This is an optimization exercise on Yosys and OpenROAD, whose aim is small area, a short achievable clock period and few clock cycles, not a production implementation.
Only simulation tests tie the RTL to the original design; equivalence was not proved.

Design fau_alu, start of the top module:
module fau_alu (
    input  wire         clk,
    input  wire         rst_n,
    input  wire         in_valid,
    output wire         in_ready,
    input  wire [2:0]   in_op,
    input  wire [255:0] in_a,
    input  wire [255:0] in_b,
    output wire         out_valid,
    input  wire         out_ready,
    output wire [255:0] out_y,
    output wire [2:0]   out_code
);
    localparam NW = 265;
    localparam [256:0] NEGP = 257'h1cf9bb18d1ece5fd647afba497e7ea7a2d7cc17b786468f6ebc1e0a6c0fffffff;
    localparam [2:0] OP_ADD = 3'd0, OP_SUB = 3'd1, OP_MUL = 3'd2,
                     OP_NEG = 3'd3, OP_INV = 3'd4, OP_CHK = 3'd5;
    localparam IDLE = 0, SETUP = 1, ITER = 2, F1 = 4, FQ = 5,
               FSEL = 6, FNEG = 7, FA = 8, GCD = 9, ACC = 10, DONE = 11;
    reg [11:0]  st;
    reg [2:0]   opr;
    reg [2:0]   code_r;
    reg         ycn;        
    reg [8:0]   k;
    reg [6:0]   cnt;
    reg         sub2e;
    reg         px_sh, px_xw, pw_sh, pw_xw;    
    reg [NW-1:0] S, C;
    reg          rdy;
    reg [255:0]  X, W;
    reg          X256, W256;    
    wire is_neg = (opr == OP_NEG);
    wire is_inv = (opr == OP_INV);
    wire is_chk = (opr == OP_CHK);
    wire is_add = (opr == OP_ADD);
    wire is_sub = (opr == OP_SUB);
    wire [8:0] bdd = (st[IDLE] | st[DONE]) ? in_b[255:247] : st[GCD] ? W_n[255:247] : W[247:239];
    wire [11:0] bsel_lo, bsel_hi;
    fau_booth u_bs_lo (.clk(clk), .dd(bdd), .q(bsel_lo));
    fau_booth u_bs_hi (.clk(clk), .dd(bdd), .q(bsel_hi));
    wire [NW-1:0] cs, cc;
    fau_modmul u_mul (
        .s    (S),
        .c    (C),
        .x    (X),
        .bsel_lo (bsel_lo),
        .bsel_hi (bsel_hi),
        .cs   (cs),
        .cc   (cc)
    );
    wire [256:0] sx0;
    fau_add257 u_addx (.a(S[NW-1:8]), .b(C[NW-1:8]), .cin(ycn), .s(sx0));
    wire sx_neg = sx0[256];
    wire [256:0] xw;
    fau_add257 u_addw (.a({X256, X}), .b({sub2e | W256, W ^ {256{sub2e}}}), .cin(sub2e), .s(xw));
    wire xw_neg = xw[256];
    wire xw_zero = &(X ~^ W);
  ...
==> flow/config.mk <==
export PLATFORM = sky130hd
export DESIGN_NAME = fau_alu
export DESIGN_NICKNAME = fau_alu
export VERILOG_FILES = /design/flow/design.v
export SDC_FILE = /design/flow/constraint.sdc
export NUM_CORES = 8
export LEC_CHECK = 0
export CAP_MARGIN = 45
export CORE_MARGIN = 2
export CORE_UTILIZATION = 35
export PLACE_DENSITY = 0.45
export SETUP_SLACK_MARGIN = 5
export SLEW_MARGIN = 45
export SYNTH_HIERARCHICAL = 1
==> flow/constraint.sdc <==
create_clock -name core_clock -period 14.0 [get_ports {clk}]
set_input_delay 2.8000 -clock core_clock [delete_from_list [all_inputs] [get_ports {clk}]]
set_output_delay 2.8000 -clock core_clock [all_outputs]
set_load 0.01 [all_outputs]
run.sh (not shown) runs the stock make flow with config.mk's settings and CLKGATE_MAP_FILE= SYNTH_SCRIPT=/design/flow/synth_recipe.tcl, a recipe that flattens the netlist after the stock synthesis.
The starting point went through all stages and came out clean.
Testbench counts at the start, summed over its fixed seeds: cycles 41,281.
Change:
==> flow/flow/run.sh (new file) <==
#!/bin/bash
set -euo pipefail
bash standard.sh SETUP_SLACK_MARGIN=9 "BUFFER_PORTS_ARGS=-buffer_cell sky130_fd_sc_hd__buf_1" finish > flow_standard.log 2>&1
==> flow/standard.sh (new file) <==
#!/bin/bash
# synth_recipe.tcl (not shown) runs the flow's synth.tcl, then flattens the netlist and writes it again
# the make line also repeats each setting of config.mk as NAME=value (left out here)
make -C /OpenROAD-flow-scripts/flow DESIGN_CONFIG=/design/flow/config.mk WORK_HOME=/design/flow/orfs CLKGATE_MAP_FILE= SYNTH_SCRIPT=/design/flow/synth_recipe.tcl "${@:-finish}"
- CAP_MARGIN: 45 -> 30
- SETUP_SLACK_MARGIN: 5 -> default
- SLEW_MARGIN: 45 -> 30
removed: flow/run.sh
Effect:
- This time the run reached the layout checks and failed them: capacitance limit, slew limit
- count of clock-buffer cells in the layout came out lower by 9
- routed wire length came out higher by a few percent
- synthesized cell count stays the same
- final area came out higher by a little under a tenth
- area after synthesis does not change
- maximum frequency came out higher by well over a third
- hold slack gains 34 ps

-- what the ideal ports hide --
In the flow no input, the clock included, has a driving cell. The finished layouts below were timed again as built, in two steps. Step 1 (the two cells are an assumption about what drives the block):
set clk [get_ports {clk}]
set_driving_cell -lib_cell sky130_fd_sc_hd__clkbuf_16 $clk
set_driving_cell -lib_cell sky130_fd_sc_hd__buf_2 [delete_from_list [all_inputs] $clk]
Step 2 adds t to the input delays and takes it off the output delays; t is the mean of the earliest and latest rising clock arrival at the registers after step 1. Input paths then give back, and output paths get back, about the clock's delay inside the block. Slacks: ideal ports / drivers / drivers and shift; pairs: ideal ports / drivers.
run	t (ns)	setup slack, ns	hold WS [ns]	pins driven straight from the clock port
the first run	1.115	4.983 / 4.983 / 4.983	0.476 / 0.476 / 0.476	1
the second run	1.119	7.637 / 7.637 / 7.637	0.511 / 0.511 / 0.511	1
